Context: an optimization exercise on an open-source flow, tuned for small area, a short achievable clock period and few clock cycles. The choices shown serve that exercise and are no tape-out recipe.
The RTL was checked by simulation tests, not by an equivalence proof against the original design.
No activity file was given, so power comes from the tool's default toggle rates.

[design/flow/design.v]
module rs_codec (
    input  wire       clk,
    input  wire       rst_n,
    input  wire       cmd_valid,
    output wire       cmd_ready,
    input  wire       cmd_op,
    input  wire [3:0] cmd_lvl,
    input  wire [7:0] cmd_len,
    input  wire       in_valid,
    output wire       in_ready,
    input  wire [7:0] in_data,
    output wire       out_valid,
    input  wire       out_ready,
    output wire [7:0] out_data,
    output reg        done,
    output reg  [3:0] err,
    output reg  [7:0] out_len
);
  localparam [3:0] ERR_NONE          = 4'd0;
  localparam [3:0] ERR_INVALID_INPUT = 4'd1;
  localparam [3:0] ERR_UNCORRECTABLE = 4'd3;
  reg        a_v;        
  reg        a_op;
  reg        a_lok;      
  reg  [2:0] a_lvl;      
  reg  [7:0] a_len;
  reg        cmd_rdy;
  reg        in_rdy;
  reg        ibv, ib2v;
  reg  [7:0] ib, ib2;
  reg  [7:0] par [0:63];  
  reg        ph_out;                  
  reg  [6:0] ocnt;                    
  reg        out_v;
  reg        ph_in, ph_fin;           
  reg        bop, binv;
  reg        l1, l2, l3;              
  reg        pfx;                     
  reg  [7:0] bcnt;                    
  reg  [7:0] bolen;                   
  reg  [7:0] fb;                      
  assign cmd_ready = cmd_rdy;
  assign in_ready  = in_rdy;
  assign out_valid = out_v;
  assign out_data  = par[0];
  wire cmd_fire = cmd_valid & cmd_rdy;
  wire in_fire  = in_valid & in_rdy;
  wire out_fire = out_v & out_ready;
  wire       step    = ph_out ? out_fire : (ph_in & ibv);
  wire       cons    = ph_in & ibv & step;    
  wire       clr     = ph_fin | ~rst_n;
  wire       hold    = ~step & ~clr;
  wire [7:0] inj     = {8{cons & bop}} & ib;  
  wire [511:0] prod;
  wire [255:0] lf;
  assign lf[0] = 1'b0;
  assign lf[1] = fb[0];
  assign lf[2] = fb[1];
  assign lf[3] = lf[1] ^ lf[2];
  assign lf[4] = fb[2];
  assign lf[5] = lf[1] ^ lf[4];
  assign lf[6] = lf[2] ^ lf[4];
  assign lf[7] = lf[1] ^ lf[6];
  assign lf[8] = fb[3];
  assign lf[9] = lf[1] ^ lf[8];
  assign lf[10] = lf[2] ^ lf[8];
  assign lf[11] = lf[1] ^ lf[10];
  assign lf[12] = lf[4] ^ lf[8];
  assign lf[13] = lf[1] ^ lf[12];
  assign lf[14] = lf[2] ^ lf[12];
  assign lf[15] = lf[3] ^ lf[12];
  assign lf[16] = fb[4];
  assign lf[17] = lf[1] ^ lf[16];
  assign lf[18] = lf[2] ^ lf[16];
  assign lf[19] = lf[1] ^ lf[18];
  assign lf[20] = lf[4] ^ lf[16];
  assign lf[21] = lf[1] ^ lf[20];
  assign lf[22] = lf[2] ^ lf[20];
  assign lf[23] = lf[3] ^ lf[20];
  assign lf[24] = lf[8] ^ lf[16];
  assign lf[25] = lf[1] ^ lf[24];
  assign lf[26] = lf[2] ^ lf[24];
  assign lf[27] = lf[3] ^ lf[24];
  assign lf[28] = lf[4] ^ lf[24];
  assign lf[29] = lf[5] ^ lf[24];
  assign lf[30] = lf[6] ^ lf[24];
  assign lf[31] = lf[3] ^ lf[28];
  assign lf[32] = fb[5];
  assign lf[33] = lf[1] ^ lf[32];
  assign lf[34] = lf[2] ^ lf[32];
  assign lf[35] = lf[1] ^ lf[34];
  assign lf[36] = lf[4] ^ lf[32];
  assign lf[37] = lf[1] ^ lf[36];
  assign lf[38] = lf[2] ^ lf[36];
  assign lf[39] = lf[3] ^ lf[36];
  assign lf[40] = lf[8] ^ lf[32];
  assign lf[41] = lf[1] ^ lf[40];
  assign lf[42] = lf[2] ^ lf[40];
  assign lf[43] = lf[3] ^ lf[40];
  assign lf[44] = lf[4] ^ lf[40];
  assign lf[45] = lf[5] ^ lf[40];
  assign lf[46] = lf[6] ^ lf[40];
  assign lf[47] = lf[3] ^ lf[44];
  assign lf[48] = lf[16] ^ lf[32];
  assign lf[49] = lf[1] ^ lf[48];
  assign lf[50] = lf[2] ^ lf[48];
  assign lf[51] = lf[3] ^ lf[48];
  assign lf[52] = lf[4] ^ lf[48];
  assign lf[53] = lf[5] ^ lf[48];
  assign lf[54] = lf[6] ^ lf[48];
  assign lf[55] = lf[3] ^ lf[52];
  assign lf[56] = lf[8] ^ lf[48];
  assign lf[57] = lf[9] ^ lf[48];
  assign lf[58] = lf[10] ^ lf[48];
  assign lf[59] = lf[3] ^ lf[56];
  assign lf[60] = lf[12] ^ lf[48];
  assign lf[61] = lf[5] ^ lf[56];
  assign lf[62] = lf[6] ^ lf[56];
  assign lf[63] = lf[7] ^ lf[56];
  assign lf[64] = fb[6];
  assign lf[65] = lf[1] ^ lf[64];
  assign lf[66] = lf[2] ^ lf[64];
  assign lf[67] = lf[1] ^ lf[66];
  assign lf[68] = lf[4] ^ lf[64];
  assign lf[69] = lf[1] ^ lf[68];
  assign lf[70] = lf[2] ^ lf[68];
  assign lf[71] = lf[3] ^ lf[68];
  assign lf[72] = lf[8] ^ lf[64];
  assign lf[73] = lf[1] ^ lf[72];
  assign lf[74] = lf[2] ^ lf[72];
  assign lf[75] = lf[3] ^ lf[72];
  assign lf[76] = lf[4] ^ lf[72];
  assign lf[77] = lf[5] ^ lf[72];
  assign lf[78] = lf[6] ^ lf[72];
  assign lf[79] = lf[3] ^ lf[76];
  assign lf[80] = lf[16] ^ lf[64];
  assign lf[81] = lf[1] ^ lf[80];
  assign lf[82] = lf[2] ^ lf[80];
  assign lf[83] = lf[3] ^ lf[80];
  assign lf[84] = lf[4] ^ lf[80];
  assign lf[85] = lf[5] ^ lf[80];
  assign lf[86] = lf[6] ^ lf[80];
  assign lf[87] = lf[3] ^ lf[84];
  assign lf[88] = lf[8] ^ lf[80];
  assign lf[89] = lf[9] ^ lf[80];
  assign lf[90] = lf[10] ^ lf[80];
  assign lf[91] = lf[3] ^ lf[88];
  assign lf[92] = lf[12] ^ lf[80];
  assign lf[93] = lf[5] ^ lf[88];
  assign lf[94] = lf[6] ^ lf[88];
  assign lf[95] = lf[7] ^ lf[88];
  assign lf[96] = lf[32] ^ lf[64];
  assign lf[97] = lf[1] ^ lf[96];
  assign lf[98] = lf[2] ^ lf[96];
  assign lf[99] = lf[3] ^ lf[96];
  assign lf[100] = lf[4] ^ lf[96];
  assign lf[101] = lf[5] ^ lf[96];
  assign lf[102] = lf[6] ^ lf[96];
  assign lf[103] = lf[3] ^ lf[100];
  assign lf[104] = lf[8] ^ lf[96];
  assign lf[105] = lf[9] ^ lf[96];
  assign lf[106] = lf[10] ^ lf[96];
  assign lf[107] = lf[3] ^ lf[104];
  assign lf[108] = lf[12] ^ lf[96];
  assign lf[109] = lf[5] ^ lf[104];
  assign lf[110] = lf[6] ^ lf[104];
  assign lf[111] = lf[7] ^ lf[104];
  assign lf[112] = lf[16] ^ lf[96];
  assign lf[113] = lf[17] ^ lf[96];
  assign lf[114] = lf[18] ^ lf[96];
  assign lf[115] = lf[3] ^ lf[112];
  assign lf[116] = lf[20] ^ lf[96];
  assign lf[117] = lf[5] ^ lf[112];
  assign lf[118] = lf[6] ^ lf[112];
  assign lf[119] = lf[7] ^ lf[112];
  assign lf[120] = lf[24] ^ lf[96];
  assign lf[121] = lf[9] ^ lf[112];
  assign lf[122] = lf[10] ^ lf[112];
  assign lf[123] = lf[11] ^ lf[112];
  assign lf[124] = lf[12] ^ lf[112];
  assign lf[125] = lf[13] ^ lf[112];
  assign lf[126] = lf[14] ^ lf[112];
  assign lf[127] = lf[7] ^ lf[120];
  assign lf[128] = fb[7];
  assign lf[129] = lf[1] ^ lf[128];
  assign lf[130] = lf[2] ^ lf[128];
  assign lf[131] = lf[1] ^ lf[130];
  assign lf[132] = lf[4] ^ lf[128];
  assign lf[133] = lf[1] ^ lf[132];
  assign lf[134] = lf[2] ^ lf[132];
  assign lf[135] = lf[3] ^ lf[132];
  assign lf[136] = lf[8] ^ lf[128];
  assign lf[137] = lf[1] ^ lf[136];
  assign lf[138] = lf[2] ^ lf[136];
  assign lf[139] = lf[3] ^ lf[136];
  assign lf[140] = lf[4] ^ lf[136];
  assign lf[141] = lf[5] ^ lf[136];
  assign lf[142] = lf[6] ^ lf[136];
  assign lf[143] = lf[3] ^ lf[140];
  assign lf[144] = lf[16] ^ lf[128];
  assign lf[145] = lf[1] ^ lf[144];
  assign lf[146] = lf[2] ^ lf[144];
  assign lf[147] = lf[3] ^ lf[144];
  assign lf[148] = lf[4] ^ lf[144];
  assign lf[149] = lf[5] ^ lf[144];
  assign lf[150] = lf[6] ^ lf[144];
  assign lf[151] = lf[3] ^ lf[148];
  assign lf[152] = lf[8] ^ lf[144];
  assign lf[153] = lf[9] ^ lf[144];
  assign lf[154] = lf[10] ^ lf[144];
  assign lf[155] = lf[3] ^ lf[152];
  assign lf[156] = lf[12] ^ lf[144];
  assign lf[157] = lf[5] ^ lf[152];
  assign lf[158] = lf[6] ^ lf[152];
  assign lf[159] = lf[7] ^ lf[152];
  assign lf[160] = lf[32] ^ lf[128];
  assign lf[161] = lf[1] ^ lf[160];
  assign lf[162] = lf[2] ^ lf[160];
  assign lf[163] = lf[3] ^ lf[160];
  assign lf[164] = lf[4] ^ lf[160];
  assign lf[165] = lf[5] ^ lf[160];
  assign lf[166] = lf[6] ^ lf[160];
  assign lf[167] = lf[3] ^ lf[164];
  assign lf[168] = lf[8] ^ lf[160];
  assign lf[169] = lf[9] ^ lf[160];
  assign lf[170] = lf[10] ^ lf[160];
  assign lf[171] = lf[3] ^ lf[168];
  assign lf[172] = lf[12] ^ lf[160];
  assign lf[173] = lf[5] ^ lf[168];
  assign lf[174] = lf[6] ^ lf[168];
  assign lf[175] = lf[7] ^ lf[168];
  assign lf[176] = lf[16] ^ lf[160];
  assign lf[177] = lf[17] ^ lf[160];
  assign lf[178] = lf[18] ^ lf[160];
  assign lf[179] = lf[3] ^ lf[176];
  assign lf[180] = lf[20] ^ lf[160];
  assign lf[181] = lf[5] ^ lf[176];
  assign lf[182] = lf[6] ^ lf[176];
  assign lf[183] = lf[7] ^ lf[176];
  assign lf[184] = lf[24] ^ lf[160];
  assign lf[185] = lf[9] ^ lf[176];
  assign lf[186] = lf[10] ^ lf[176];
  assign lf[187] = lf[11] ^ lf[176];
  assign lf[188] = lf[12] ^ lf[176];
  assign lf[189] = lf[13] ^ lf[176];
  assign lf[190] = lf[14] ^ lf[176];
  assign lf[191] = lf[7] ^ lf[184];
  assign lf[192] = lf[64] ^ lf[128];
  assign lf[193] = lf[1] ^ lf[192];
  assign lf[194] = lf[2] ^ lf[192];
  assign lf[195] = lf[3] ^ lf[192];
  assign lf[196] = lf[4] ^ lf[192];
  assign lf[197] = lf[5] ^ lf[192];
  assign lf[198] = lf[6] ^ lf[192];
  assign lf[199] = lf[3] ^ lf[196];
  assign lf[200] = lf[8] ^ lf[192];
  assign lf[201] = lf[9] ^ lf[192];
  assign lf[202] = lf[10] ^ lf[192];
  assign lf[203] = lf[3] ^ lf[200];
  assign lf[204] = lf[12] ^ lf[192];
  assign lf[205] = lf[5] ^ lf[200];
  assign lf[206] = lf[6] ^ lf[200];
  assign lf[207] = lf[7] ^ lf[200];
  assign lf[208] = lf[16] ^ lf[192];
  assign lf[209] = lf[17] ^ lf[192];
  assign lf[210] = lf[18] ^ lf[192];
  assign lf[211] = lf[3] ^ lf[208];
  assign lf[212] = lf[20] ^ lf[192];
  assign lf[213] = lf[5] ^ lf[208];
  assign lf[214] = lf[6] ^ lf[208];
  assign lf[215] = lf[7] ^ lf[208];
  assign lf[216] = lf[24] ^ lf[192];
  assign lf[217] = lf[9] ^ lf[208];
  assign lf[218] = lf[10] ^ lf[208];
  assign lf[219] = lf[11] ^ lf[208];
  assign lf[220] = lf[12] ^ lf[208];
  assign lf[221] = lf[13] ^ lf[208];
  assign lf[222] = lf[14] ^ lf[208];
  assign lf[223] = lf[7] ^ lf[216];
  assign lf[224] = lf[32] ^ lf[192];
  assign lf[225] = lf[33] ^ lf[192];
  assign lf[226] = lf[34] ^ lf[192];
  assign lf[227] = lf[3] ^ lf[224];
  assign lf[228] = lf[36] ^ lf[192];
  assign lf[229] = lf[5] ^ lf[224];
  assign lf[230] = lf[6] ^ lf[224];
  assign lf[231] = lf[7] ^ lf[224];
  assign lf[232] = lf[40] ^ lf[192];
  assign lf[233] = lf[9] ^ lf[224];
  assign lf[234] = lf[10] ^ lf[224];
  assign lf[235] = lf[11] ^ lf[224];
  assign lf[236] = lf[12] ^ lf[224];
  assign lf[237] = lf[13] ^ lf[224];
  assign lf[238] = lf[14] ^ lf[224];
  assign lf[239] = lf[7] ^ lf[232];
  assign lf[240] = lf[48] ^ lf[192];
  assign lf[241] = lf[17] ^ lf[224];
  assign lf[242] = lf[18] ^ lf[224];
  assign lf[243] = lf[19] ^ lf[224];
  assign lf[244] = lf[20] ^ lf[224];
  assign lf[245] = lf[21] ^ lf[224];
  assign lf[246] = lf[22] ^ lf[224];
  assign lf[247] = lf[7] ^ lf[240];
  assign lf[248] = lf[24] ^ lf[224];
  assign lf[249] = lf[25] ^ lf[224];
  assign lf[250] = lf[26] ^ lf[224];
  assign lf[251] = lf[11] ^ lf[240];
  assign lf[252] = lf[28] ^ lf[224];
  assign lf[253] = lf[13] ^ lf[240];
  assign lf[254] = lf[14] ^ lf[240];
  assign lf[255] = lf[15] ^ lf[240];
  assign prod[0] = (l1 & lf[57]) | (l2 & lf[28]) | (l3 & lf[39]);
  assign prod[1] = (l1 & lf[115]) | (l2 & lf[56]) | (l3 & lf[78]);
  assign prod[2] = (l1 & lf[222]) | (l2 & lf[109]) | (l3 & lf[186]);
  assign prod[3] = (l1 & lf[133]) | (l2 & lf[198]) | (l3 & lf[82]);
  assign prod[4] = (l1 & lf[51]) | (l2 & lf[145]) | (l3 & lf[130]);
  assign prod[5] = (l1 & lf[103]) | (l2 & lf[35]) | (l3 & lf[4]);
  assign prod[6] = (l1 & lf[206]) | (l2 & lf[71]) | (l3 & lf[9]);
  assign prod[7] = (l1 & lf[156]) | (l2 & lf[142]) | (l3 & lf[19]);
  assign prod[8] = (l1 & lf[97]) | (l2 & lf[196]) | (l3 & lf[160]);
  assign prod[9] = (l1 & lf[194]) | (l2 & lf[136]) | (l3 & lf[65]);
  assign prod[10] = (l1 & lf[229]) | (l2 & lf[212]) | (l3 & lf[34]);
  assign prod[11] = (l1 & lf[171]) | (l2 & lf[108]) | (l3 & lf[229]);
  assign prod[12] = (l1 & lf[54]) | (l2 & lf[28]) | (l3 & lf[106]);
  assign prod[13] = (l1 & lf[108]) | (l2 & lf[56]) | (l3 & lf[212]);
  assign prod[14] = (l1 & lf[216]) | (l2 & lf[113]) | (l3 & lf[168]);
  assign prod[15] = (l1 & lf[176]) | (l2 & lf[226]) | (l3 & lf[80]);
  assign prod[16] = (l1 & lf[108]) | (l2 & lf[216]) | (l3 & lf[95]);
  assign prod[17] = (l1 & lf[216]) | (l2 & lf[176]) | (l3 & lf[191]);
  assign prod[18] = (l1 & lf[220]) | (l2 & lf[185]) | (l3 & lf[33]);
  assign prod[19] = (l1 & lf[213]) | (l2 & lf[170]) | (l3 & lf[29]);
  assign prod[20] = (l1 & lf[198]) | (l2 & lf[141]) | (l3 & lf[101]);
  assign prod[21] = (l1 & lf[141]) | (l2 & lf[27]) | (l3 & lf[203]);
  assign prod[22] = (l1 & lf[27]) | (l2 & lf[54]) | (l3 & lf[151]);
  assign prod[23] = (l1 & lf[54]) | (l2 & lf[108]) | (l3 & lf[47]);
  assign prod[24] = (l1 & lf[27]) | (l2 & lf[138]) | (l3 & lf[56]);
  assign prod[25] = (l1 & lf[54]) | (l2 & lf[21]) | (l3 & lf[113]);
  assign prod[26] = (l1 & lf[119]) | (l2 & lf[161]) | (l3 & lf[218]);
  assign prod[27] = (l1 & lf[245]) | (l2 & lf[201]) | (l3 & lf[141]);
  assign prod[28] = (l1 & lf[241]) | (l2 & lf[24]) | (l3 & lf[35]);
  assign prod[29] = (l1 & lf[227]) | (l2 & lf[49]) | (l3 & lf[71]);
  assign prod[30] = (l1 & lf[198]) | (l2 & lf[98]) | (l3 & lf[142]);
  assign prod[31] = (l1 & lf[141]) | (l2 & lf[197]) | (l3 & lf[28]);
  assign prod[32] = (l1 & lf[132]) | (l2 & lf[88]) | (l3 & lf[226]);
  assign prod[33] = (l1 & lf[8]) | (l2 & lf[177]) | (l3 & lf[196]);
  assign prod[34] = (l1 & lf[149]) | (l2 & lf[59]) | (l3 & lf[106]);
  assign prod[35] = (l1 & lf[174]) | (l2 & lf[46]) | (l3 & lf[54]);
  assign prod[36] = (l1 & lf[216]) | (l2 & lf[5]) | (l3 & lf[142]);
  assign prod[37] = (l1 & lf[176]) | (l2 & lf[11]) | (l3 & lf[28]);
  assign prod[38] = (l1 & lf[97]) | (l2 & lf[22]) | (l3 & lf[56]);
  assign prod[39] = (l1 & lf[194]) | (l2 & lf[44]) | (l3 & lf[113]);
  assign prod[40] = (l1 & lf[55]) | (l2 & lf[188]) | (l3 & lf[187]);
  assign prod[41] = (l1 & lf[110]) | (l2 & lf[121]) | (l3 & lf[119]);
  assign prod[42] = (l1 & lf[234]) | (l2 & lf[79]) | (l3 & lf[85]);
  assign prod[43] = (l1 & lf[226]) | (l2 & lf[35]) | (l3 & lf[16]);
  assign prod[44] = (l1 & lf[243]) | (l2 & lf[251]) | (l3 & lf[155]);
  assign prod[45] = (l1 & lf[230]) | (l2 & lf[247]) | (l3 & lf[55]);
  assign prod[46] = (l1 & lf[205]) | (l2 & lf[239]) | (l3 & lf[110]);
  assign prod[47] = (l1 & lf[155]) | (l2 & lf[222]) | (l3 & lf[221]);
  assign prod[48] = (l1 & lf[240]) | (l2 & lf[16]) | (l3 & lf[221]);
  assign prod[49] = (l1 & lf[225]) | (l2 & lf[32]) | (l3 & lf[187]);
  assign prod[50] = (l1 & lf[51]) | (l2 & lf[80]) | (l3 & lf[170]);
  assign prod[51] = (l1 & lf[151]) | (l2 & lf[176]) | (l3 & lf[136]);
  assign prod[52] = (l1 & lf[223]) | (l2 & lf[113]) | (l3 & lf[205]);
  assign prod[53] = (l1 & lf[190]) | (l2 & lf[226]) | (l3 & lf[155]);
  assign prod[54] = (l1 & lf[124]) | (l2 & lf[196]) | (l3 & lf[55]);
  assign prod[55] = (l1 & lf[248]) | (l2 & lf[136]) | (l3 & lf[110]);
  assign prod[56] = (l1 & lf[32]) | (l2 & lf[166]) | (l3 & lf[130]);
  assign prod[57] = (l1 & lf[64]) | (l2 & lf[77]) | (l3 & lf[4]);
  assign prod[58] = (l1 & lf[160]) | (l2 & lf[60]) | (l3 & lf[139]);
  assign prod[59] = (l1 & lf[97]) | (l2 & lf[222]) | (l3 & lf[149]);
  assign prod[60] = (l1 & lf[226]) | (l2 & lf[26]) | (l3 & lf[168]);
  assign prod[61] = (l1 & lf[196]) | (l2 & lf[52]) | (l3 & lf[80]);
  assign prod[62] = (l1 & lf[136]) | (l2 & lf[105]) | (l3 & lf[160]);
  assign prod[63] = (l1 & lf[16]) | (l2 & lf[211]) | (l3 & lf[65]);
  assign prod[64] = (l1 & lf[235]) | (l2 & lf[234]) | (l3 & lf[211]);
  assign prod[65] = (l1 & lf[215]) | (l2 & lf[213]) | (l3 & lf[166]);
  assign prod[66] = (l1 & lf[68]) | (l2 & lf[64]) | (l3 & lf[158]);
  assign prod[67] = (l1 & lf[98]) | (l2 & lf[106]) | (l3 & lf[239]);
  assign prod[68] = (l1 & lf[46]) | (l2 & lf[62]) | (l3 & lf[13]);
  assign prod[69] = (l1 & lf[93]) | (l2 & lf[125]) | (l3 & lf[26]);
  assign prod[70] = (l1 & lf[186]) | (l2 & lf[250]) | (l3 & lf[52]);
  assign prod[71] = (l1 & lf[117]) | (l2 & lf[245]) | (l3 & lf[105]);
  assign prod[72] = (l1 & lf[197]) | (l2 & lf[137]) | (l3 & lf[115]);
  assign prod[73] = (l1 & lf[138]) | (l2 & lf[18]) | (l3 & lf[231]);
  assign prod[74] = (l1 & lf[208]) | (l2 & lf[172]) | (l3 & lf[188]);
  assign prod[75] = (l1 & lf[100]) | (l2 & lf[208]) | (l3 & lf[10]);
  assign prod[76] = (l1 & lf[12]) | (l2 & lf[40]) | (l3 & lf[103]);
  assign prod[77] = (l1 & lf[24]) | (l2 & lf[81]) | (l3 & lf[206]);
  assign prod[78] = (l1 & lf[49]) | (l2 & lf[162]) | (l3 & lf[156]);
  assign prod[79] = (l1 & lf[98]) | (l2 & lf[68]) | (l3 & lf[57]);
  assign prod[80] = (l1 & lf[169]) | (l2 & lf[137]) | (l3 & lf[117]);
  assign prod[81] = (l1 & lf[82]) | (l2 & lf[18]) | (l3 & lf[235]);
  assign prod[82] = (l1 & lf[12]) | (l2 & lf[172]) | (l3 & lf[162]);
  assign prod[83] = (l1 & lf[177]) | (l2 & lf[208]) | (l3 & lf[49]);
  assign prod[84] = (l1 & lf[202]) | (l2 & lf[40]) | (l3 & lf[23]);
  assign prod[85] = (l1 & lf[149]) | (l2 & lf[81]) | (l3 & lf[46]);
  assign prod[86] = (l1 & lf[42]) | (l2 & lf[162]) | (l3 & lf[93]);
  assign prod[87] = (l1 & lf[84]) | (l2 & lf[68]) | (l3 & lf[186]);
  assign prod[88] = (l1 & lf[239]) | (l2 & lf[147]) | (l3 & lf[103]);
  assign prod[89] = (l1 & lf[222]) | (l2 & lf[38]) | (l3 & lf[206]);
  assign prod[90] = (l1 & lf[83]) | (l2 & lf[223]) | (l3 & lf[251]);
  assign prod[91] = (l1 & lf[72]) | (l2 & lf[45]) | (l3 & lf[144]);
  assign prod[92] = (l1 & lf[126]) | (l2 & lf[201]) | (l3 & lf[70]);
  assign prod[93] = (l1 & lf[253]) | (l2 & lf[146]) | (l3 & lf[140]);
  assign prod[94] = (l1 & lf[251]) | (l2 & lf[36]) | (l3 & lf[25]);
  assign prod[95] = (l1 & lf[247]) | (l2 & lf[73]) | (l3 & lf[51]);
  assign prod[96] = (l1 & lf[204]) | (l2 & lf[122]) | (l3 & lf[151]);
  assign prod[97] = (l1 & lf[153]) | (l2 & lf[244]) | (l3 & lf[47]);
  assign prod[98] = (l1 & lf[254]) | (l2 & lf[146]) | (l3 & lf[200]);
  assign prod[99] = (l1 & lf[48]) | (l2 & lf[94]) | (l3 & lf[7]);
  assign prod[100] = (l1 & lf[172]) | (l2 & lf[199]) | (l3 & lf[153]);
  assign prod[101] = (l1 & lf[89]) | (l2 & lf[143]) | (l3 & lf[50]);
  assign prod[102] = (l1 & lf[179]) | (l2 & lf[30]) | (l3 & lf[101]);
  assign prod[103] = (l1 & lf[102]) | (l2 & lf[61]) | (l3 & lf[203]);
  assign prod[104] = (l1 & lf[24]) | (l2 & lf[103]) | (l3 & lf[87]);
  assign prod[105] = (l1 & lf[49]) | (l2 & lf[206]) | (l3 & lf[174]);
  assign prod[106] = (l1 & lf[122]) | (l2 & lf[251]) | (l3 & lf[11]);
  assign prod[107] = (l1 & lf[236]) | (l2 & lf[144]) | (l3 & lf[65]);
  assign prod[108] = (l1 & lf[193]) | (l2 & lf[70]) | (l3 & lf[213]);
  assign prod[109] = (l1 & lf[131]) | (l2 & lf[140]) | (l3 & lf[170]);
  assign prod[110] = (l1 & lf[6]) | (l2 & lf[25]) | (l3 & lf[85]);
  assign prod[111] = (l1 & lf[12]) | (l2 & lf[51]) | (l3 & lf[171]);
  assign prod[112] = (l1 & lf[200]) | (l2 & lf[175]) | (l3 & lf[86]);
  assign prod[113] = (l1 & lf[144]) | (l2 & lf[94]) | (l3 & lf[172]);
  assign prod[114] = (l1 & lf[233]) | (l2 & lf[18]) | (l3 & lf[15]);
  assign prod[115] = (l1 & lf[26]) | (l2 & lf[138]) | (l3 & lf[73]);
  assign prod[116] = (l1 & lf[252]) | (l2 & lf[186]) | (l3 & lf[197]);
  assign prod[117] = (l1 & lf[249]) | (l2 & lf[117]) | (l3 & lf[138]);
  assign prod[118] = (l1 & lf[242]) | (l2 & lf[235]) | (l3 & lf[21]);
  assign prod[119] = (l1 & lf[228]) | (l2 & lf[215]) | (l3 & lf[43]);
  assign prod[120] = (l1 & lf[57]) | (l2 & lf[96]) | (l3 & lf[2]);
  assign prod[121] = (l1 & lf[115]) | (l2 & lf[192]) | (l3 & lf[5]);
  assign prod[122] = (l1 & lf[222]) | (l2 & lf[225]) | (l3 & lf[9]);
  assign prod[123] = (l1 & lf[133]) | (l2 & lf[163]) | (l3 & lf[17]);
  assign prod[124] = (l1 & lf[51]) | (l2 & lf[38]) | (l3 & lf[32]);
  assign prod[125] = (l1 & lf[103]) | (l2 & lf[76]) | (l3 & lf[64]);
  assign prod[126] = (l1 & lf[206]) | (l2 & lf[152]) | (l3 & lf[128]);
  assign prod[127] = (l1 & lf[156]) | (l2 & lf[48]) | (l3 & lf[1]);
  assign prod[128] = (l2 & lf[57]) | (l3 & lf[112]);
  assign prod[129] = (l2 & lf[115]) | (l3 & lf[224]);
  assign prod[130] = (l2 & lf[222]) | (l3 & lf[177]);
  assign prod[131] = (l2 & lf[133]) | (l3 & lf[19]);
  assign prod[132] = (l2 & lf[51]) | (l3 & lf[87]);
  assign prod[133] = (l2 & lf[103]) | (l3 & lf[174]);
  assign prod[134] = (l2 & lf[206]) | (l3 & lf[92]);
  assign prod[135] = (l2 & lf[156]) | (l3 & lf[184]);
  assign prod[136] = (l2 & lf[89]) | (l3 & lf[124]);
  assign prod[137] = (l2 & lf[179]) | (l3 & lf[248]);
  assign prod[138] = (l2 & lf[63]) | (l3 & lf[140]);
  assign prod[139] = (l2 & lf[38]) | (l3 & lf[101]);
  assign prod[140] = (l2 & lf[21]) | (l3 & lf[183]);
  assign prod[141] = (l2 & lf[43]) | (l3 & lf[111]);
  assign prod[142] = (l2 & lf[86]) | (l3 & lf[223]);
  assign prod[143] = (l2 & lf[172]) | (l3 & lf[190]);
  assign prod[144] = (l2 & lf[223]) | (l3 & lf[81]);
  assign prod[145] = (l2 & lf[190]) | (l3 & lf[162]);
  assign prod[146] = (l2 & lf[163]) | (l3 & lf[21]);
  assign prod[147] = (l2 & lf[153]) | (l3 & lf[122]);
  assign prod[148] = (l2 & lf[237]) | (l3 & lf[165]);
  assign prod[149] = (l2 & lf[219]) | (l3 & lf[74]);
  assign prod[150] = (l2 & lf[183]) | (l3 & lf[148]);
  assign prod[151] = (l2 & lf[111]) | (l3 & lf[40]);
  assign prod[152] = (l2 & lf[238]) | (l3 & lf[42]);
  assign prod[153] = (l2 & lf[220]) | (l3 & lf[84]);
  assign prod[154] = (l2 & lf[87]) | (l3 & lf[131]);
  assign prod[155] = (l2 & lf[64]) | (l3 & lf[44]);
  assign prod[156] = (l2 & lf[110]) | (l3 & lf[114]);
  assign prod[157] = (l2 & lf[221]) | (l3 & lf[229]);
  assign prod[158] = (l2 & lf[187]) | (l3 & lf[202]);
  assign prod[159] = (l2 & lf[119]) | (l3 & lf[149]);
  assign prod[160] = (l2 & lf[178]) | (l3 & lf[115]);
  assign prod[161] = (l2 & lf[100]) | (l3 & lf[231]);
  assign prod[162] = (l2 & lf[123]) | (l3 & lf[188]);
  assign prod[163] = (l2 & lf[68]) | (l3 & lf[10]);
  assign prod[164] = (l2 & lf[59]) | (l3 & lf[103]);
  assign prod[165] = (l2 & lf[118]) | (l3 & lf[206]);
  assign prod[166] = (l2 & lf[236]) | (l3 & lf[156]);
  assign prod[167] = (l2 & lf[217]) | (l3 & lf[57]);
  assign prod[168] = (l2 & lf[105]) | (l3 & lf[192]);
  assign prod[169] = (l2 & lf[211]) | (l3 & lf[129]);
  assign prod[170] = (l2 & lf[207]) | (l3 & lf[195]);
  assign prod[171] = (l2 & lf[247]) | (l3 & lf[70]);
  assign prod[172] = (l2 & lf[134]) | (l3 & lf[76]);
  assign prod[173] = (l2 & lf[13]) | (l3 & lf[152]);
  assign prod[174] = (l2 & lf[26]) | (l3 & lf[48]);
  assign prod[175] = (l2 & lf[52]) | (l3 & lf[96]);
  assign prod[176] = (l2 & lf[251]) | (l3 & lf[70]);
  assign prod[177] = (l2 & lf[247]) | (l3 & lf[140]);
  assign prod[178] = (l2 & lf[20]) | (l3 & lf[95]);
  assign prod[179] = (l2 & lf[210]) | (l3 & lf[249]);
  assign prod[180] = (l2 & lf[95]) | (l3 & lf[180]);
  assign prod[181] = (l2 & lf[191]) | (l3 & lf[104]);
  assign prod[182] = (l2 & lf[126]) | (l3 & lf[209]);
  assign prod[183] = (l2 & lf[253]) | (l3 & lf[163]);
  assign prod[184] = (l2 & lf[91]) | (l3 & lf[168]);
  assign prod[185] = (l2 & lf[182]) | (l3 & lf[80]);
  assign prod[186] = (l2 & lf[54]) | (l3 & lf[8]);
  assign prod[187] = (l2 & lf[55]) | (l3 & lf[185]);
  assign prod[188] = (l2 & lf[53]) | (l3 & lf[218]);
  assign prod[189] = (l2 & lf[107]) | (l3 & lf[181]);
  assign prod[190] = (l2 & lf[214]) | (l3 & lf[106]);
  assign prod[191] = (l2 & lf[173]) | (l3 & lf[212]);
  assign prod[192] = (l2 & lf[48]) | (l3 & lf[110]);
  assign prod[193] = (l2 & lf[96]) | (l3 & lf[221]);
  assign prod[194] = (l2 & lf[240]) | (l3 & lf[213]);
  assign prod[195] = (l2 & lf[209]) | (l3 & lf[196]);
  assign prod[196] = (l2 & lf[147]) | (l3 & lf[230]);
  assign prod[197] = (l2 & lf[38]) | (l3 & lf[205]);
  assign prod[198] = (l2 & lf[76]) | (l3 & lf[155]);
  assign prod[199] = (l2 & lf[152]) | (l3 & lf[55]);
  assign prod[200] = (l2 & lf[66]) | (l3 & lf[186]);
  assign prod[201] = (l2 & lf[133]) | (l3 & lf[117]);
  assign prod[202] = (l2 & lf[72]) | (l3 & lf[81]);
  assign prod[203] = (l2 & lf[211]) | (l3 & lf[24]);
  assign prod[204] = (l2 & lf[228]) | (l3 & lf[139]);
  assign prod[205] = (l2 & lf[200]) | (l3 & lf[23]);
  assign prod[206] = (l2 & lf[144]) | (l3 & lf[46]);
  assign prod[207] = (l2 & lf[33]) | (l3 & lf[93]);
  assign prod[208] = (l2 & lf[223]) | (l3 & lf[224]);
  assign prod[209] = (l2 & lf[190]) | (l3 & lf[193]);
  assign prod[210] = (l2 & lf[163]) | (l3 & lf[99]);
  assign prod[211] = (l2 & lf[153]) | (l3 & lf[39]);
  assign prod[212] = (l2 & lf[237]) | (l3 & lf[174]);
  assign prod[213] = (l2 & lf[219]) | (l3 & lf[92]);
  assign prod[214] = (l2 & lf[183]) | (l3 & lf[184]);
  assign prod[215] = (l2 & lf[111]) | (l3 & lf[112]);
  assign prod[216] = (l2 & lf[80]) | (l3 & lf[125]);
  assign prod[217] = (l2 & lf[160]) | (l3 & lf[250]);
  assign prod[218] = (l2 & lf[17]) | (l3 & lf[136]);
  assign prod[219] = (l2 & lf[114]) | (l3 & lf[109]);
  assign prod[220] = (l2 & lf[181]) | (l3 & lf[167]);
  assign prod[221] = (l2 & lf[106]) | (l3 & lf[79]);
  assign prod[222] = (l2 & lf[212]) | (l3 & lf[159]);
  assign prod[223] = (l2 & lf[168]) | (l3 & lf[62]);
  assign prod[224] = (l2 & lf[2]) | (l3 & lf[152]);
  assign prod[225] = (l2 & lf[5]) | (l3 & lf[48]);
  assign prod[226] = (l2 & lf[9]) | (l3 & lf[248]);
  assign prod[227] = (l2 & lf[17]) | (l3 & lf[104]);
  assign prod[228] = (l2 & lf[32]) | (l3 & lf[73]);
  assign prod[229] = (l2 & lf[64]) | (l3 & lf[147]);
  assign prod[230] = (l2 & lf[128]) | (l3 & lf[38]);
  assign prod[231] = (l2 & lf[1]) | (l3 & lf[76]);
  assign prod[232] = (l2 & lf[89]) | (l3 & lf[3]);
  assign prod[233] = (l2 & lf[179]) | (l3 & lf[7]);
  assign prod[234] = (l2 & lf[63]) | (l3 & lf[13]);
  assign prod[235] = (l2 & lf[38]) | (l3 & lf[25]);
  assign prod[236] = (l2 & lf[21]) | (l3 & lf[48]);
  assign prod[237] = (l2 & lf[43]) | (l3 & lf[96]);
  assign prod[238] = (l2 & lf[86]) | (l3 & lf[192]);
  assign prod[239] = (l2 & lf[172]) | (l3 & lf[129]);
  assign prod[240] = (l2 & lf[10]) | (l3 & lf[165]);
  assign prod[241] = (l2 & lf[20]) | (l3 & lf[74]);
  assign prod[242] = (l2 & lf[35]) | (l3 & lf[49]);
  assign prod[243] = (l2 & lf[77]) | (l3 & lf[199]);
  assign prod[244] = (l2 & lf[144]) | (l3 & lf[42]);
  assign prod[245] = (l2 & lf[33]) | (l3 & lf[84]);
  assign prod[246] = (l2 & lf[66]) | (l3 & lf[169]);
  assign prod[247] = (l2 & lf[133]) | (l3 & lf[82]);
  assign prod[248] = (l2 & lf[244]) | (l3 & lf[238]);
  assign prod[249] = (l2 & lf[232]) | (l3 & lf[220]);
  assign prod[250] = (l2 & lf[36]) | (l3 & lf[87]);
  assign prod[251] = (l2 & lf[189]) | (l3 & lf[64]);
  assign prod[252] = (l2 & lf[143]) | (l3 & lf[110]);
  assign prod[253] = (l2 & lf[30]) | (l3 & lf[221]);
  assign prod[254] = (l2 & lf[61]) | (l3 & lf[187]);
  assign prod[255] = (l2 & lf[122]) | (l3 & lf[119]);
  assign prod[256] = (l3 & lf[213]);
  assign prod[257] = (l3 & lf[170]);
  assign prod[258] = (l3 & lf[128]);
  assign prod[259] = (l3 & lf[212]);
  assign prod[260] = (l3 & lf[125]);
  assign prod[261] = (l3 & lf[250]);
  assign prod[262] = (l3 & lf[245]);
  assign prod[263] = (l3 & lf[234]);
  assign prod[264] = (l3 & lf[149]);
  assign prod[265] = (l3 & lf[42]);
  assign prod[266] = (l3 & lf[193]);
  assign prod[267] = (l3 & lf[22]);
  assign prod[268] = (l3 & lf[185]);
  assign prod[269] = (l3 & lf[114]);
  assign prod[270] = (l3 & lf[229]);
  assign prod[271] = (l3 & lf[202]);
  assign prod[272] = (l3 & lf[41]);
  assign prod[273] = (l3 & lf[83]);
  assign prod[274] = (l3 & lf[142]);
  assign prod[275] = (l3 & lf[53]);
  assign prod[276] = (l3 & lf[66]);
  assign prod[277] = (l3 & lf[133]);
  assign prod[278] = (l3 & lf[10]);
  assign prod[279] = (l3 & lf[20]);
  assign prod[280] = (l3 & lf[234]);
  assign prod[281] = (l3 & lf[213]);
  assign prod[282] = (l3 & lf[64]);
  assign prod[283] = (l3 & lf[106]);
  assign prod[284] = (l3 & lf[62]);
  assign prod[285] = (l3 & lf[125]);
  assign prod[286] = (l3 & lf[250]);
  assign prod[287] = (l3 & lf[245]);
  assign prod[288] = (l3 & lf[16]);
  assign prod[289] = (l3 & lf[32]);
  assign prod[290] = (l3 & lf[80]);
  assign prod[291] = (l3 & lf[176]);
  assign prod[292] = (l3 & lf[113]);
  assign prod[293] = (l3 & lf[226]);
  assign prod[294] = (l3 & lf[196]);
  assign prod[295] = (l3 & lf[136]);
  assign prod[296] = (l3 & lf[167]);
  assign prod[297] = (l3 & lf[79]);
  assign prod[298] = (l3 & lf[56]);
  assign prod[299] = (l3 & lf[214]);
  assign prod[300] = (l3 & lf[10]);
  assign prod[301] = (l3 & lf[20]);
  assign prod[302] = (l3 & lf[41]);
  assign prod[303] = (l3 & lf[83]);
  assign prod[304] = (l3 & lf[235]);
  assign prod[305] = (l3 & lf[215]);
  assign prod[306] = (l3 & lf[68]);
  assign prod[307] = (l3 & lf[98]);
  assign prod[308] = (l3 & lf[46]);
  assign prod[309] = (l3 & lf[93]);
  assign prod[310] = (l3 & lf[186]);
  assign prod[311] = (l3 & lf[117]);
  assign prod[312] = (l3 & lf[9]);
  assign prod[313] = (l3 & lf[19]);
  assign prod[314] = (l3 & lf[46]);
  assign prod[315] = (l3 & lf[84]);
  assign prod[316] = (l3 & lf[160]);
  assign prod[317] = (l3 & lf[65]);
  assign prod[318] = (l3 & lf[130]);
  assign prod[319] = (l3 & lf[4]);
  assign prod[320] = (l3 & lf[179]);
  assign prod[321] = (l3 & lf[102]);
  assign prod[322] = (l3 & lf[127]);
  assign prod[323] = (l3 & lf[76]);
  assign prod[324] = (l3 & lf[43]);
  assign prod[325] = (l3 & lf[86]);
  assign prod[326] = (l3 & lf[172]);
  assign prod[327] = (l3 & lf[89]);
  assign prod[328] = (l3 & lf[82]);
  assign prod[329] = (l3 & lf[165]);
  assign prod[330] = (l3 & lf[24]);
  assign prod[331] = (l3 & lf[99]);
  assign prod[332] = (l3 & lf[149]);
  assign prod[333] = (l3 & lf[42]);
  assign prod[334] = (l3 & lf[84]);
  assign prod[335] = (l3 & lf[169]);
  assign prod[336] = (l3 & lf[9]);
  assign prod[337] = (l3 & lf[19]);
  assign prod[338] = (l3 & lf[46]);
  assign prod[339] = (l3 & lf[84]);
  assign prod[340] = (l3 & lf[160]);
  assign prod[341] = (l3 & lf[65]);
  assign prod[342] = (l3 & lf[130]);
  assign prod[343] = (l3 & lf[4]);
  assign prod[344] = (l3 & lf[162]);
  assign prod[345] = (l3 & lf[68]);
  assign prod[346] = (l3 & lf[43]);
  assign prod[347] = (l3 & lf[244]);
  assign prod[348] = (l3 & lf[74]);
  assign prod[349] = (l3 & lf[148]);
  assign prod[350] = (l3 & lf[40]);
  assign prod[351] = (l3 & lf[81]);
  assign prod[352] = (l3 & lf[12]);
  assign prod[353] = (l3 & lf[24]);
  assign prod[354] = (l3 & lf[61]);
  assign prod[355] = (l3 & lf[118]);
  assign prod[356] = (l3 & lf[224]);
  assign prod[357] = (l3 & lf[193]);
  assign prod[358] = (l3 & lf[131]);
  assign prod[359] = (l3 & lf[6]);
  assign prod[360] = (l3 & lf[12]);
  assign prod[361] = (l3 & lf[24]);
  assign prod[362] = (l3 & lf[61]);
  assign prod[363] = (l3 & lf[118]);
  assign prod[364] = (l3 & lf[224]);
  assign prod[365] = (l3 & lf[193]);
  assign prod[366] = (l3 & lf[131]);
  assign prod[367] = (l3 & lf[6]);
  assign prod[368] = (l3 & lf[25]);
  assign prod[369] = (l3 & lf[51]);
  assign prod[370] = (l3 & lf[126]);
  assign prod[371] = (l3 & lf[228]);
  assign prod[372] = (l3 & lf[209]);
  assign prod[373] = (l3 & lf[163]);
  assign prod[374] = (l3 & lf[70]);
  assign prod[375] = (l3 & lf[140]);
  assign prod[376] = (l3 & lf[122]);
  assign prod[377] = (l3 & lf[244]);
  assign prod[378] = (l3 & lf[146]);
  assign prod[379] = (l3 & lf[94]);
  assign prod[380] = (l3 & lf[199]);
  assign prod[381] = (l3 & lf[143]);
  assign prod[382] = (l3 & lf[30]);
  assign prod[383] = (l3 & lf[61]);
  assign prod[384] = (l3 & lf[161]);
  assign prod[385] = (l3 & lf[67]);
  assign prod[386] = (l3 & lf[38]);
  assign prod[387] = (l3 & lf[237]);
  assign prod[388] = (l3 & lf[122]);
  assign prod[389] = (l3 & lf[244]);
  assign prod[390] = (l3 & lf[232]);
  assign prod[391] = (l3 & lf[208]);
  assign prod[392] = (l3 & lf[107]);
  assign prod[393] = (l3 & lf[214]);
  assign prod[394] = (l3 & lf[198]);
  assign prod[395] = (l3 & lf[230]);
  assign prod[396] = (l3 & lf[166]);
  assign prod[397] = (l3 & lf[77]);
  assign prod[398] = (l3 & lf[154]);
  assign prod[399] = (l3 & lf[53]);
  assign prod[400] = (l3 & lf[34]);
  assign prod[401] = (l3 & lf[69]);
  assign prod[402] = (l3 & lf[169]);
  assign prod[403] = (l3 & lf[112]);
  assign prod[404] = (l3 & lf[194]);
  assign prod[405] = (l3 & lf[132]);
  assign prod[406] = (l3 & lf[8]);
  assign prod[407] = (l3 & lf[17]);
  assign prod[408] = (l3 & lf[54]);
  assign prod[409] = (l3 & lf[108]);
  assign prod[410] = (l3 & lf[238]);
  assign prod[411] = (l3 & lf[234]);
  assign prod[412] = (l3 & lf[227]);
  assign prod[413] = (l3 & lf[198]);
  assign prod[414] = (l3 & lf[141]);
  assign prod[415] = (l3 & lf[27]);
  assign prod[416] = (l3 & lf[162]);
  assign prod[417] = (l3 & lf[68]);
  assign prod[418] = (l3 & lf[43]);
  assign prod[419] = (l3 & lf[244]);
  assign prod[420] = (l3 & lf[74]);
  assign prod[421] = (l3 & lf[148]);
  assign prod[422] = (l3 & lf[40]);
  assign prod[423] = (l3 & lf[81]);
  assign prod[424] = (l3 & lf[254]);
  assign prod[425] = (l3 & lf[252]);
  assign prod[426] = (l3 & lf[7]);
  assign prod[427] = (l3 & lf[240]);
  assign prod[428] = (l3 & lf[31]);
  assign prod[429] = (l3 & lf[63]);
  assign prod[430] = (l3 & lf[127]);
  assign prod[431] = (l3 & lf[255]);
  assign prod[432] = (l3 & lf[122]);
  assign prod[433] = (l3 & lf[244]);
  assign prod[434] = (l3 & lf[146]);
  assign prod[435] = (l3 & lf[94]);
  assign prod[436] = (l3 & lf[199]);
  assign prod[437] = (l3 & lf[143]);
  assign prod[438] = (l3 & lf[30]);
  assign prod[439] = (l3 & lf[61]);
  assign prod[440] = (l3 & lf[38]);
  assign prod[441] = (l3 & lf[76]);
  assign prod[442] = (l3 & lf[190]);
  assign prod[443] = (l3 & lf[90]);
  assign prod[444] = (l3 & lf[146]);
  assign prod[445] = (l3 & lf[36]);
  assign prod[446] = (l3 & lf[73]);
  assign prod[447] = (l3 & lf[147]);
  assign prod[448] = (l3 & lf[87]);
  assign prod[449] = (l3 & lf[174]);
  assign prod[450] = (l3 & lf[11]);
  assign prod[451] = (l3 & lf[65]);
  assign prod[452] = (l3 & lf[213]);
  assign prod[453] = (l3 & lf[170]);
  assign prod[454] = (l3 & lf[85]);
  assign prod[455] = (l3 & lf[171]);
  assign prod[456] = (l3 & lf[142]);
  assign prod[457] = (l3 & lf[28]);
  assign prod[458] = (l3 & lf[182]);
  assign prod[459] = (l3 & lf[227]);
  assign prod[460] = (l3 & lf[72]);
  assign prod[461] = (l3 & lf[145]);
  assign prod[462] = (l3 & lf[35]);
  assign prod[463] = (l3 & lf[71]);
  assign prod[464] = (l3 & lf[203]);
  assign prod[465] = (l3 & lf[151]);
  assign prod[466] = (l3 & lf[228]);
  assign prod[467] = (l3 & lf[3]);
  assign prod[468] = (l3 & lf[204]);
  assign prod[469] = (l3 & lf[153]);
  assign prod[470] = (l3 & lf[50]);
  assign prod[471] = (l3 & lf[101]);
  assign prod[472] = (l3 & lf[61]);
  assign prod[473] = (l3 & lf[122]);
  assign prod[474] = (l3 & lf[201]);
  assign prod[475] = (l3 & lf[175]);
  assign prod[476] = (l3 & lf[99]);
  assign prod[477] = (l3 & lf[199]);
  assign prod[478] = (l3 & lf[143]);
  assign prod[479] = (l3 & lf[30]);
  assign prod[480] = (l3 & lf[83]);
  assign prod[481] = (l3 & lf[167]);
  assign prod[482] = (l3 & lf[28]);
  assign prod[483] = (l3 & lf[107]);
  assign prod[484] = (l3 & lf[133]);
  assign prod[485] = (l3 & lf[10]);
  assign prod[486] = (l3 & lf[20]);
  assign prod[487] = (l3 & lf[41]);
  assign prod[488] = (l3 & lf[238]);
  assign prod[489] = (l3 & lf[220]);
  assign prod[490] = (l3 & lf[87]);
  assign prod[491] = (l3 & lf[64]);
  assign prod[492] = (l3 & lf[110]);
  assign prod[493] = (l3 & lf[221]);
  assign prod[494] = (l3 & lf[187]);
  assign prod[495] = (l3 & lf[119]);
  assign prod[496] = (l3 & lf[62]);
  assign prod[497] = (l3 & lf[125]);
  assign prod[498] = (l3 & lf[196]);
  assign prod[499] = (l3 & lf[182]);
  assign prod[500] = (l3 & lf[83]);
  assign prod[501] = (l3 & lf[167]);
  assign prod[502] = (l3 & lf[79]);
  assign prod[503] = (l3 & lf[159]);
  assign prod[504] = (l3 & lf[255]);
  assign prod[505] = (l3 & lf[254]);
  assign prod[506] = (l3 & lf[3]);
  assign prod[507] = (l3 & lf[248]);
  assign prod[508] = (l3 & lf[15]);
  assign prod[509] = (l3 & lf[31]);
  assign prod[510] = (l3 & lf[63]);
  assign prod[511] = (l3 & lf[127]);
  wire [7:0] base0;
  genvar g;
  generate
    for (g = 0; g < 64; g = g + 1) begin : slot
      wire [7:0] sin;
      if (g == 15) begin : s15
        assign sin = ({8{l2 | l3}} & par[16]) ^ ({8{l1}} & inj);
      end else if (g == 31) begin : s31
        assign sin = ({8{l3}} & par[32]) ^ ({8{l2}} & inj);
      end else if (g == 63) begin : s63
        assign sin = {8{l3}} & inj;
      end else begin : sn
        assign sin = par[g+1];
      end
      wire [7:0] nxt = sin ^ prod[8*g +: 8];
      always @(posedge clk)
        par[g] <= ({8{step}} & nxt) | ({8{hold}} & par[g]);
      if (g == 0) begin : b0
        assign base0 = ({8{step}} & sin) | ({8{hold}} & par[0]);
      end
    end
  endgenerate
  reg nz;
  integer n;
  always @(*) begin
    nz = 1'b0;
    for (n = 0; n < 64; n = n + 1)
      nz = nz | (|par[n]);
  end
  wire       bcnt1    = (bcnt == 8'd1);
  wire       last_out = out_fire & (ocnt == 7'd1);
  wire       pfx_end  = cons & pfx & bcnt1;
  wire       last_in  = cons & bcnt1 & (~pfx | (bolen == 8'd0));
  wire       enc_end  = last_in & ~bop;             
  wire [6:0] b_ns     = l1 ? 7'd16 : l2 ? 7'd32 : 7'd64;
  wire       o_act_n  = (ph_out & ~last_out) | enc_end;
  wire [6:0] ocnt_n   = enc_end ? b_ns : (out_fire ? ocnt - 7'd1 : ocnt);
  wire [7:0] a_ns   = a_lvl[0] ? 8'd16 : a_lvl[1] ? 8'd32 : 8'd64;
  wire       a_inv  = ~a_lok | (a_op ? (a_len < a_ns) : ({1'b0, a_len} + {1'b0, a_ns} > 9'd255));
  wire       a_enc0 = ~a_op & (a_len == 8'd0);
  wire       i_free = (~ph_in & ~ph_fin) | ph_fin | enc_end;
  wire       a_fits = (a_op & ~a_inv) ? ({1'b0, ocnt_n} <= a_ns) : 1'b0;
  wire       load   = a_v & i_free & (~o_act_n | a_fits)
                    & (~a_enc0 | (~ph_in & ~ph_fin & ~ph_out));
  wire       ph_in_n = load ? (~a_inv & ~a_enc0) : (ph_in & ~last_in);
  wire       pfx_n   = load ? a_op : (pfx & ~pfx_end);
  wire       bop_n   = load ? a_op : bop;
  wire       a_v_n   = (a_v & ~load) | cmd_fire;
  wire       pop     = cons;
  wire       ibv_n   = pop ? (ib2v | in_fire) : (ibv | in_fire);
  wire       ib2v_n  = pop ? (ib2v & in_fire) : (ibv & (ib2v | in_fire));
  wire [7:0] ib_n    = (pop | ~ibv) ? (ib2v ? ib2 : in_data) : ib;
  wire       stfb_n  = ph_in_n & ibv_n & ~pfx_n;
  wire [7:0] fb_e    = {8{stfb_n}} & (({8{~bop_n}} & ib_n) ^ base0);
  wire [7:0] fb_n    = fb_e ^ ({8{stfb_n}} & prod[7:0]);
  always @(posedge clk) begin
    if (!rst_n) begin
      a_v     <= 1'b0;
      cmd_rdy <= 1'b0;
      in_rdy  <= 1'b0;
      ibv     <= 1'b0;
      ib2v    <= 1'b0;
      fb      <= 8'h00;
      ph_in   <= 1'b0;
      ph_out  <= 1'b0;
      ph_fin  <= 1'b0;
      out_v   <= 1'b0;
      done    <= 1'b0;
    end else begin
      cmd_rdy <= ~a_v_n;
      a_v     <= a_v_n;
      if (cmd_fire) begin
        a_op  <= cmd_op;
        a_lok <= (cmd_lvl == 4'd1) | (cmd_lvl == 4'd2) | (cmd_lvl == 4'd3);
        a_lvl <= {cmd_lvl[1:0] == 2'd3, cmd_lvl[1:0] == 2'd2, cmd_lvl[1:0] == 2'd1};
        a_len <= cmd_len;
      end
      ibv    <= ibv_n;
      ib2v   <= ib2v_n;
      ib     <= ib_n;
      if (in_fire & ibv & ~pop) ib2 <= in_data;
      else if (in_fire & ib2v & pop) ib2 <= in_data;
      in_rdy <= ~(ibv_n & ib2v_n);
      fb     <= fb_n;
      done   <= 1'b0;
      ph_out <= o_act_n | (load & ~a_inv & a_enc0);
      ocnt   <= (load & ~a_inv & a_enc0) ? a_ns[6:0] : ocnt_n;
      out_v  <= (o_act_n & (~ph_in_n | ~bop_n | ibv_n | (out_v & ~out_fire)))
              | (load & ~a_inv & a_enc0);
      if (last_out) done <= 1'b1;
      if (enc_end) begin
        err     <= ERR_NONE;
        out_len <= bolen;
      end
      ph_in <= ph_in_n;
      pfx   <= pfx_n;
      bop   <= bop_n;
      if (load) begin
        ph_fin <= a_inv;
        binv   <= a_inv;
        {l3, l2, l1} <= a_lvl;
        bcnt   <= a_op ? a_ns : a_len;
        bolen  <= a_op ? a_len - a_ns : a_len + a_ns;
        if (~a_inv & a_enc0) begin
          err     <= ERR_NONE;
          out_len <= a_len + a_ns;
        end
      end else begin
        if (cons) bcnt <= (pfx_end) ? bolen : bcnt - 8'd1;
        if (last_in & bop) ph_fin <= 1'b1;
        if (ph_fin) ph_fin <= 1'b0;
      end
      if (ph_fin) begin
        done <= 1'b1;
        if (binv) begin
          err     <= ERR_INVALID_INPUT;
          out_len <= 8'd0;
        end else if (nz) begin
          err     <= ERR_UNCORRECTABLE;
          out_len <= 8'd0;
        end else begin
          err     <= ERR_NONE;
          out_len <= bolen;
        end
      end
    end
  end
endmodule
[design/flow/run.sh]
#!/bin/bash
# synth_recipe.tcl (not shown) runs the flow's synth.tcl, then flattens the netlist and writes it again
# the make line also repeats each setting of config.mk as NAME=value (left out here)
make -C /OpenROAD-flow-scripts/flow DESIGN_CONFIG=/design/flow/config.mk WORK_HOME=/design/flow/orfs CLKGATE_MAP_FILE= SYNTH_SCRIPT=/design/flow/synth_recipe.tcl finish
[design/flow/config.mk]
export PLATFORM = sky130hd
export DESIGN_NAME = rs_codec
export DESIGN_NICKNAME = rs_codec
export VERILOG_FILES = /design/flow/design.v
export SDC_FILE = /design/flow/constraint.sdc
export NUM_CORES = 4
export LEC_CHECK = 0
export CAP_MARGIN = 20
export CORE_MARGIN = 2
export CORE_UTILIZATION = 40
export SLEW_MARGIN = 20
[design/flow/constraint.sdc]
create_clock -name core_clock -period 5.0 [get_ports {clk}]
set_input_delay 1.0000 -clock core_clock [delete_from_list [all_inputs] [get_ports {clk}]]
set_output_delay 1.0000 -clock core_clock [all_outputs]
set_load 0.01 [all_outputs]
==> summary.txt <==
[routing by layer]
| layer | global-route usage (%) | share of wire (%) |
|---|---|---|
| met5 | 0.349 | 0.058 |
| met4 | 19.8 | 7.1 |
| met3 | 8.43 | 11 |
| met2 | 47.1 | 40 |
| met1 | 45.3 | 42 |
[report_power, final]
part / internal, mW / switching, mW / total (mW)
Sequential: 4.91 / 0.0429 / 4.96
Combinational: 0.219 / 0.525 / 0.744
Clock: 2.90 / 2.16 / 5.06
[final timing paths]
| kind | depth (start not counted) | from | slack, ns | endpoint |
|---|---|---|---|---|
| worst max-delay path | 13 | out_ready | 0.76 | l1$_DFFE_PP_ |
| worst min-delay path | 0 | a_lvl[2]$_DFFE_PP_ | 0.46 | l3$_DFFE_PP_ |
| worst max register to register | 12 | bolen[0]$_DFFE_PP_ | 0.77 | l1$_DFFE_PP_ |
| worst min register to register | 0 | a_lvl[2]$_DFFE_PP_ | 0.46 | l3$_DFFE_PP_ |
[registers in the layout (all words and copies together) (netlist names), 3 cells and up]
name / cells
par: 512
a_len: 8
bcnt: 8
bolen: 8
fb: 8
ib2: 8
ib: 8
out_len: 8
ocnt: 7
err: 4
a_lvl: 3
[cell usage after synthesis (9+ instances only)]
cell type  count
a22oi_1       29
inv_1         16
o21ai_0      555
nand2b_1      11
a222oi_1      53
nand3_1      531
a21oi_1       71
mux2i_1       17
clkbuf_1     200
edfxtp_1      70
xor2_1       498
buf_1         53
nor3_1        10
dfxtp_1      530
nand2_1      491
buf_4          9
ha_1          13
a21boi_0       9
nand4_1       38
buf_2         24
xnor2_1      286
and2_1        13
nor4_1       140
and3_1         9
nor2_1        55
[stage by stage]
| stage | hold slack [ns] | setup WS, ns | power, mW | std cells | util [%] |
|---|---|---|---|---|---|
| 2_1_floorplan | 0.400 | 0.309 | 5.46 | 3816 | - |
| 3_3_place_gp | 0.439 | 0.159 | 5.78 | 4745 | 42.8 |
| 3_5_place_dp | 0.431 | 0.112 | 5.77 | 4745 | 42.8 |
| 4_1_cts | 0.447 | 0.764 | 10.8 | 4866 | 45.6 |
| 5_1_grt | 0.478 | 0.377 | 11.0 | 4866 | 45.6 |
| 6_report | 0.456 | 0.760 | 10.8 | 4866 | 45.6 |
[area by class of cell]
cell class | instances | share of cell area [%]
Multi-Input combinational cell | 2911 | 50.3
Sequential cell | 600 | 35.2
Clock buffer | 94 | 5.58
Timing Repair Buffer | 167 | 4.42
Tap cell | 1050 | 3.64
Clock inverter | 27 | 0.669
Inverter | 17 | 0.177
[logic make-up (layout without fill, tap and decap cells)]
kind of cell	count (synthesis)	count (layout)	share of synthesized area, %
simple gates	1333	1333	19.8
flops	600	600	39.7
compound gates	749	749	13.2
xor+xnor	796	796	22.1
mux	18	18	0.567
fa+ha+maj	15	15	0.634
buf+inv	305	305	3.83
==> reports/results.txt <==
The flow ran to the end and the layout has no timing, DRC or antenna violations. The post-route netlist has 7.02% of its cells at a drive strength greater than 1. Summing all non-filler instances in the final layout gives an area of 0.0361 mm^2. After the first detailed-routing iteration, the DRC count stood at 4,375. The worst setup path is captured at a flop. Row generation in the floorplan step produced 103 rows.

Static timing analysis puts the maximum clock frequency at 0.236 GHz. The most common cell after layout, fill and taps aside was o21ai_0. The worst path uses 84.8% of the clock period. Synthesized cell area: 0.0320 mm^2. The worst endpoint data arrival time is 4.59 ns. In this design, the stage delay of the slowest critical-path cell is 0.51 ns. The placement-stage cell area came out at 0.0338 mm^2. The fraction of the yosys area taken by sequential cells came out at 39.7%. The total I/O pin count is 50. The top-area cell type share of the netlist area is 33.2%. Number of global-route vias before repair: 26.7k. After clock tree synthesis, the flow added hold-fix buffers numbering 0. Setup violations remaining at the end of the flow were counted as 0.

Yosys printed 2 warnings. The die is 287 um tall. The die is 287 um wide. Overall routing resource usage: 33.2%. In the routed design, unresolved DRC markers number 0. The count of instances resized after the clock tree is built was 0; the biggest fanout along the worst timing path was 6. The routed length per placed instance works out to 28.8 um.

The worst path needs 4.24 ns of the cycle, external delays included. Required time of the critical path: 5.35 ns. The first global-routing pass estimated 197 mm of wire.

The most used flip-flop cell after synthesis was dfxtp_1. Registers take 0.0127 mm^2. Final antenna-violating net count: 0. At the end of routability-driven placement, the weighted congestion stood at 1.07. Post-CTS setup repair buffer count: 0.

The library cells used most frequently in the layout, excluding fill and tap cells, are o21ai_0, nand3_1, dfxtp_1. For the hold violation total from the final report, the log shows 0. The async set-reset flop share out of synthesis is 0%, and the maximum resistive drop on vdd is 0.248 mV. The die covers 0.0822 mm^2. dfxtp_1 takes more of the synthesized area than any other cell.

TritonCTS built the clock tree. The logs give 0 for the number of max-slew violations in the final report and 10 for the detailed-router iteration count before antenna repair. Clock tree synthesis inserted a total of 69 buffers.

Compared with the post-synthesis result, the final layout area differs by 12.9%. The region available for standard cell placement spans 0.0791 mm^2. The number of antenna violations at the first check in global routing is 1. In this design, the largest share of critical-path delay is due to compound AO/OA/AOI/OAI gates.

The tools report the number of antenna diodes as 0. The net count of the finished layout is 3,807. The tools report the area of the multi-input gates as 0.0182 mm^2. In this run the worst hold path is classified as flop to flop.

The tree built by TritonCTS fans out to 600 sinks. Counting flops and latches in the post-synthesis netlist gives 600. In this run the static leakage power is 13.3 nW. Average vias per placed instance: 5.96.

The filler cell count in the final layout is 7,839. The tools report the clock tree root buffer cell as clkbuf_16. Wires add up to 140 mm. The critical path goes through clkdlybuf4s50_1 > nand2_1 > a2111oi_4 > nand3b_2 > o31ai_1 > ha_1 > nor2b_1 > a221oi_1 > a21boi_0 > a211oi_1 > a21o_1 > and2_1 > buf_4.

The count of port buffers added during placement works out to 49. Entering global routing, the biggest net connects 176 pins. On the critical path, the stage with the largest delay is an instance of clkdlybuf4s50_1. The longest clock path from root to sink contains 3 buffers. After synthesis, the cell types taking the most area are dfxtp_1, xor2_1, o21ai_0, nand3_1, xnor2_1. The run gives 3 as the number of H-tree levels. Dividing the synthesized area by the synthesized cell count gives 8.38 um^2. Global routing finished with a remaining overflow of 0. The setup clock skew after layout is 0.0269 ns, and the clock-pin slew on the worst setup and hold paths is 0.06 ns. Actual transition at the worst max-transition pin: 1.26 ns.

For the count of maximum capacitance violations, the log shows 0. Setup repair after global routing left no endpoint under its margin. Setup total negative slack on the finished layout was measured at 0 ns. The number of cells produced by synthesis was 3,816; the max-slew headroom at the worst pin was 15.8%.

For the worst-skew pair, the clock arrives at the later sink with an insertion delay of 0.64 ns. When the netlist entered floorplanning its net count stood at 3,857. The tools report the nature of the critical path startpoint as a primary input. The HPWL after detailed placement was 105 mm; the total buffers and inverters traversed by the critical path was 2.

Counting flops with a built-in enable in the synthesized netlist gives 70. The type of the worst setup path is primary input to flop. The initial standard-cell utilization of the core is 40.4%. The post-synthesis cell type count was 65.

Overall via count from detail_route: 29.0k. Dividing total power by cell area gives a power density of 298 mW/mm^2.
Testbench counts, summed over its fixed seeds: cycles 42,121.

==> re-timing with driven ports <==
In the flow no input, the clock included, has a driving cell. The finished layout below was timed again as built, in two steps.
Step 1 (the two cells are an assumption about what drives the block):
set clk [get_ports {clk}]
set_driving_cell -lib_cell sky130_fd_sc_hd__clkbuf_16 $clk
set_driving_cell -lib_cell sky130_fd_sc_hd__buf_2 [delete_from_list [all_inputs] $clk]
Step 2 times the ports against the registers' clock, not the clock port: input delays grow and output delays shrink by t, the midpoint of the rising clock arrivals with the driver on.
Three values: no drivers, after step 1, after step 2; two values: the first two.
t (ns): 0.688
slack for setup (ns): 0.760 / 0.768 / 0.115
latest minus earliest clock arrival (ns): 0.028 / 0.027
slew at the worst register clock pin (ns): 0.06 / 0.06
After both steps this run still meets setup and hold. The setup slack of this run moves by +0.008 ns with the drivers and by -0.645 ns with both steps.
